Background: an optimization exercise with open tools, aiming at small area, a short achievable clock period and few clock cycles. Do not read the settings as production practice. Only simulation tests tie the RTL to the original design; equivalence was not proved.

==> run a <==
Design rustvm_core, start of the top module:
module rustvm_core (
  input  wire        clk,
  input  wire        rst,           
  input  wire        run_start,
  input  wire [15:0] prog_len,
  output wire [15:0] imem_addr,
  input  wire [71:0] imem_data,
  output reg         out_valid,
  input  wire        out_ready,
  output reg  [1:0]  out_kind,
  output reg  [63:0] out_data,
  output reg  [2:0]  status,
  output reg  [3:0]  cause,
  output wire [63:0] exit_code,
  output wire [15:0] pc_o,
  output wire [4:0]  sp_o,
  input  wire [3:0]  stk_addr,
  output wire [63:0] stk_data
);
  localparam [2:0] ST_IDLE    = 3'd0;
  localparam [2:0] ST_RUNNING = 3'd1;
  localparam [2:0] ST_ENDED   = 3'd2;
  localparam [2:0] ST_HALTED  = 3'd3;
  localparam [2:0] ST_FAULTED = 3'd4;
  localparam [3:0] C_NONE      = 4'd0;
  localparam [3:0] C_OVERFLOW  = 4'd1;
  localparam [3:0] C_UNDERFLOW = 4'd2;
  localparam [3:0] C_DIVZERO   = 4'd3;
  localparam [3:0] C_ILLMEM    = 4'd4;
  localparam [3:0] OP_PUSH  = 4'd0;
  ...
Settings: LEC_CHECK=0, CAP_MARGIN=20, CORE_MARGIN=2, CORE_UTILIZATION=40, PLACE_DENSITY=0.6, SETUP_SLACK_MARGIN=3.5, SLEW_MARGIN=20, TNS_END_PERCENT=100; clock period 10.0 ns.
standard.sh (not shown) runs the stock make flow with config.mk's settings and CLKGATE_MAP_FILE= SYNTH_SCRIPT=/design/flow/synth_recipe.tcl, a recipe that flattens the netlist after the stock synthesis.
==> flow/flow/run.sh <==
#!/bin/bash
# Layout: the standard flow (standard.sh), unchanged except that the port
# buffers placed at global placement are plain buffers (buf_4, which timing
# repair may resize within the buf family) instead of the flow's default pick,
# a delay buffer (clkdlybuf4s50_1), which adds about half a nanosecond to every
# path from an input or to an output.
# Each step's full output goes to a log of its own in this folder.
set -euo pipefail
bash standard.sh synth > synth.log 2>&1
export BUFFER_PORTS_ARGS="-buffer_cell sky130_fd_sc_hd__buf_4"
bash standard.sh floorplan > floorplan.log 2>&1
bash standard.sh place > place.log 2>&1
bash standard.sh cts > cts.log 2>&1
bash standard.sh route > route.log 2>&1
bash standard.sh finish > finish.log 2>&1
==> run b: changes against run a <==
--- a/flow/design.v
+++ b/flow/design.v
@@ -8,17 +8,16 @@
   input  wire [63:0] a,         
   input  wire [63:0] b,         
   output wire        done,
   output wire [63:0] result
 );
-  localparam W = 68;            
+  localparam W = 67;            
   reg         div_mode;
   reg   [4:0] cnt;              
   reg   [1:0] e;                
-  reg   [1:0] qd;               
-  reg  [66:0] x;                
-  reg  [66:0] y;                
+  reg [W-1:0] x;                
+  reg [W-1:0] y;                
   reg [W-1:0] s;                
   reg [W-1:0] c;                
   reg  [63:0] d;                
   wire [5:0]  nz;
   wire [63:0] b5 = nz[5] ? {b[31:0], 32'd0}  : b;
@@ -31,13 +30,13 @@
   assign nz[4] = (b5[63:48] == 16'd0);
   assign nz[3] = (b4[63:56] == 8'd0);
   assign nz[2] = (b3[63:60] == 4'd0);
   assign nz[1] = (b2[63:62] == 2'd0);
   assign nz[0] = !b1[63];
-  wire [6:0] ndig   = {1'b0, nz} + 7'd1;           
-  wire [6:0] niter  = (ndig + 7'd3) >> 2;          
-  wire [6:0] nextra = {niter[4:0], 2'b00} - ndig;
+  wire [6:0] ndig  = {1'b0, nz} + 7'd1;           
+  wire [6:0] niter = (ndig + R - 1) / R;
+  wire [6:0] nextra = niter * R - ndig;
   function automatic [63:0] csa_s(input [63:0] p, input [63:0] q, input [63:0] r);
     csa_s = p ^ q ^ r;
   endfunction
   function automatic [63:0] csa_c(input [63:0] p, input [63:0] q, input [63:0] r);
     csa_c = {((p & q) | (p & r) | (q & r)), 1'b0};
@@ -86,96 +85,70 @@
       ns = bs ^ bc ^ bt;
       nm = (bs & bc) | (bs & bt) | (bc & bt);
       qnext = qsel(ns[4:1], nm[3:0]);
     end
   endfunction
-  wire [W-1:0] fourd = {{(W-66){1'b0}}, d, 2'b00};
-  function automatic [2*W-1:0] step(input [W-1:0] sv, input [W-1:0] cv, input qp, input qn,
-                                    input [W-1:0] fd);
-    reg [W-1:0] s2v, c2v, tv, mj;
-    begin
-      s2v  = {sv[W-2:0], 1'b0};
-      c2v  = {cv[W-2:0], 1'b0};
-      tv   = qp ? ~fd : (qn ? fd : {W{1'b0}});
-      mj   = (s2v & c2v) | (s2v & tv) | (c2v & tv);
-      step = {s2v ^ c2v ^ tv, mj[W-2:0], qp};
-    end
-  endfunction
-  reg  [W-1:0] sa, ca;          
+  wire [W:0] twod = {{(W-64){1'b0}}, d, 1'b0};
   reg  [W-1:0] ws_n, wc_n;
-  reg  [W-1:0] s2w, c2w;
+  reg  [W:0]   s2w, c2w, tw;
   reg          qpos, qneg;
   reg  [1:0]   cp, cz, cm;
   reg  [R-1:0] qb, qmb, qb_t;
   reg          qsrc, qmsrc, qsrc_t;
   integer i;
-  task automatic conv(input pos, input neg);
-    begin
+  always @(*) begin
+    ws_n = s; wc_n = c;
+    qsrc = 1'b0; qb = {R{1'b0}};      
+    qmsrc = 1'b1; qmb = {R{1'b0}};    
+    {qpos, qneg} = qsel(s[W-1:W-4], c[W-1:W-4]);
+    for (i = 0; i < R; i = i + 1) begin
+      s2w  = {ws_n, 1'b0};
+      c2w  = {wc_n, 1'b0};
+      cp   = qnext(s2w[W-1:W-5], c2w[W-1:W-5], ~twod[W-1:W-5]);
+      cz   = qnext(s2w[W-1:W-5], c2w[W-1:W-5], 5'd0);
+      cm   = qnext(s2w[W-1:W-5], c2w[W-1:W-5], twod[W-1:W-5]);
+      tw   = qpos ? ~twod : (qneg ? twod : {(W+1){1'b0}});
+      ws_n = s2w ^ c2w ^ tw;
+      wc_n = {((s2w & c2w) | (s2w & tw) | (c2w & tw)), qpos};
       qsrc_t = qsrc; qb_t = qb;
-      if (pos) begin
+      if (qpos) begin
         qb    = {qb_t, 1'b1};
         qmsrc = qsrc_t; qmb = {qb_t, 1'b0};
-      end else if (neg) begin
+      end else if (qneg) begin
         qsrc  = qmsrc; qb = {qmb, 1'b1};
         qmb   = {qmb, 1'b0};
       end else begin
         qb    = {qb_t, 1'b0};
         qmb   = {qmb, 1'b1};
       end
-    end
-  endtask
-  always @(*) begin
-    {sa, ca} = step(s, c, qd[1], qd[0], fourd);
-    qsrc = 1'b0; qb = {R{1'b0}};
-    qmsrc = 1'b1; qmb = {R{1'b0}};
-    conv(qd[1], qd[0]);
-    s2w  = {s[W-2:0], 1'b0};
-    c2w  = {c[W-2:0], 1'b0};
-    cp   = qnext(s2w[W-1:W-5], c2w[W-1:W-5], ~fourd[W-1:W-5]);
-    cz   = qnext(s2w[W-1:W-5], c2w[W-1:W-5], 5'd0);
-    cm   = qnext(s2w[W-1:W-5], c2w[W-1:W-5], fourd[W-1:W-5]);
-    {qpos, qneg} = qd[1] ? cp : (qd[0] ? cm : cz);
-    ws_n = sa; wc_n = ca;
-    for (i = 0; i < R - 1; i = i + 1) begin
-      conv(qpos, qneg);
-      s2w  = {ws_n[W-2:0], 1'b0};
-      c2w  = {wc_n[W-2:0], 1'b0};
-      cp   = qnext(s2w[W-1:W-5], c2w[W-1:W-5], ~fourd[W-1:W-5]);
-      cz   = qnext(s2w[W-1:W-5], c2w[W-1:W-5], 5'd0);
-      cm   = qnext(s2w[W-1:W-5], c2w[W-1:W-5], fourd[W-1:W-5]);
-      {ws_n, wc_n} = step(ws_n, wc_n, qpos, qneg, fourd);
       {qpos, qneg} = qpos ? cp : (qneg ? cm : cz);
     end
   end
-  wire [66:0] q_n  = {(qsrc  ? y : x), qb};
-  wire [66:0] qm_n = {(qmsrc ? y : x), qmb};
-  wire [W-1:0] acc;             
-  rustvm_add #(.N(W)) u_acc (.a(sa), .b(ca), .cin(1'b0), .sum(acc), .cout());
-  wire [66:0] qlast  = qd[0] ? {y[65:0], 1'b1} : {x[65:0], qd[1]};
-  wire [66:0] qmlast = qd[1] ? {x[65:0], 1'b0} : {y[65:0], !qd[0]};
-  wire [66:0] qfin   = acc[W-1] ? qmlast : qlast;
-  wire [66:0] qshr  = qfin >> e;
+  wire [W-1:0] q_n  = {(qsrc  ? y : x), qb};
+  wire [W-1:0] qm_n = {(qmsrc ? y : x), qmb};
+  wire [W-1:0] acc;
+  rustvm_add #(.N(W)) u_acc (.a(s), .b(c), .cin(1'b0), .sum(acc), .cout());
+  wire [W-1:0] qfin  = acc[W-1] ? y : x;         
+  wire [W-1:0] qshr  = qfin >> e;
   wire mul_busy = (y[63:0] != 64'd0);
   assign done   = div_mode ? (cnt == 5'd0) : !mul_busy;
-  assign result = div_mode ? qshr[63:0] : acc[64:1];
+  assign result = div_mode ? qshr[63:0] : acc[63:0];
   always @(posedge clk) begin
     if (start) begin
       div_mode <= is_div;
       cnt      <= niter[4:0];
       e        <= nextra[1:0];
       d        <= b0;
-      qd       <= 2'b00;
-      x        <= is_div ? {67{1'b0}} : {3'd0, a[55:0], 8'd0};
-      y        <= is_div ? {67{1'b1}} : {3'd0, 8'd0, b[63:8]};
+      x        <= is_div ? {W{1'b0}} : {{(W-64){1'b0}}, a[55:0], 8'd0};
+      y        <= is_div ? {W{1'b1}} : {{(W-64){1'b0}}, 8'd0, b[63:8]};
       s        <= is_div ? {{(W-64){1'b0}}, a} : {{(W-64){1'b0}}, s8};
       c        <= is_div ? {W{1'b0}} : {{(W-64){1'b0}}, c8};
     end else if (div_mode) begin
       if (cnt != 5'd0) begin
         cnt <= cnt - 5'd1;
         s   <= ws_n;
         c   <= wc_n;
-        qd  <= {qpos, qneg};
         x   <= q_n;
         y   <= qm_n;
       end
     end else if (mul_busy) begin
       s[63:0] <= s8;
==> flow/run.sh (new file) <==
#!/bin/bash
# synth_recipe.tcl (not shown) runs the flow's synth.tcl, then flattens the netlist and writes it again
# the make line also repeats each setting of config.mk as NAME=value (left out here)
make -C /OpenROAD-flow-scripts/flow DESIGN_CONFIG=/design/flow/config.mk WORK_HOME=/design/flow/orfs CLKGATE_MAP_FILE= SYNTH_SCRIPT=/design/flow/synth_recipe.tcl finish
removed: flow/flow/run.sh
removed: flow/standard.sh
==> comparison table <==
DR WL/cell: run b 33.5 µm; run a 33.3 µm
Run status: run b complete, no violations; run a finished with violations
Layout check failures: run b -; run a slew limit
Number of cells on the worst hold path: run b 1; run a 2
Beginning of the worst hold path: run b didx[4]; run a out_kind[0]
Met2 GRT Util: run b 50.0%; run a 48.4%
Slowest stage cell on the critical path: run b fa_1; run a fa_2
Critical path data arrival time: run b 7.34 ns; run a 7.48 ns
Pre-CTS setup slack: run b 1.14 ns; run a 1.57 ns
Signal inverters: run b 892; run a 888
Top-area cell type share of the netlist area: run b 37.8%; run a 37.9%
Number of nets at the end of the flow: run b 12,000; run a 11,900
Mux cell area share after synthesis: run b 15.8%; run a 15.7%
Period utilisation layout: run b 67.6%; run a 67.6%
Horizontal die dimension: run b 549 µm; run a 548 µm
Total cell area at the placement stage: run b 128,000 µm²; run a 127,000 µm²
Area of the die: run b 301,000 µm²; run a 301,000 µm²
Layout clock area frac: run b 4.36%; run a 4.41%
Proportion of cell area occupied by multi-input gates: run b 49.2%; run a 49.5%
Testbench counts of run a, summed over its fixed seeds: cycles 83,626.
Testbench counts of run b, summed over its fixed seeds: cycles 83,626.

-- static timing again, ports no longer ideal --
How much do the figures lean on ideal ports? The routed layouts below were timed once more, with nothing changed but the port constraints.
Step 1, drivers: a clkbuf_16 drives clk and a buf_2 each remaining input, both assumed.
Step 2 times the ports against the registers' clock, not the clock port: input delays grow and output delays shrink by t, the midpoint of the rising clock arrivals with the driver on.
a / b / c = no drivers / after step 1 / after step 2; a / b = the first two.
| run | t, ns | setup WS [ns] | worst hold slack (ns) |
|---|---|---|---|
| run a | 0.962 | 3.236 / 3.236 / 2.549 | 0.460 / 0.460 / 0.460 |
| run b | 0.970 | 3.239 / 3.239 / 2.530 | 0.501 / 0.501 / 0.501 |
For run b, which loses most, drivers alone change the setup slack by 0.000 ns; drivers and shift together by -0.709 ns.
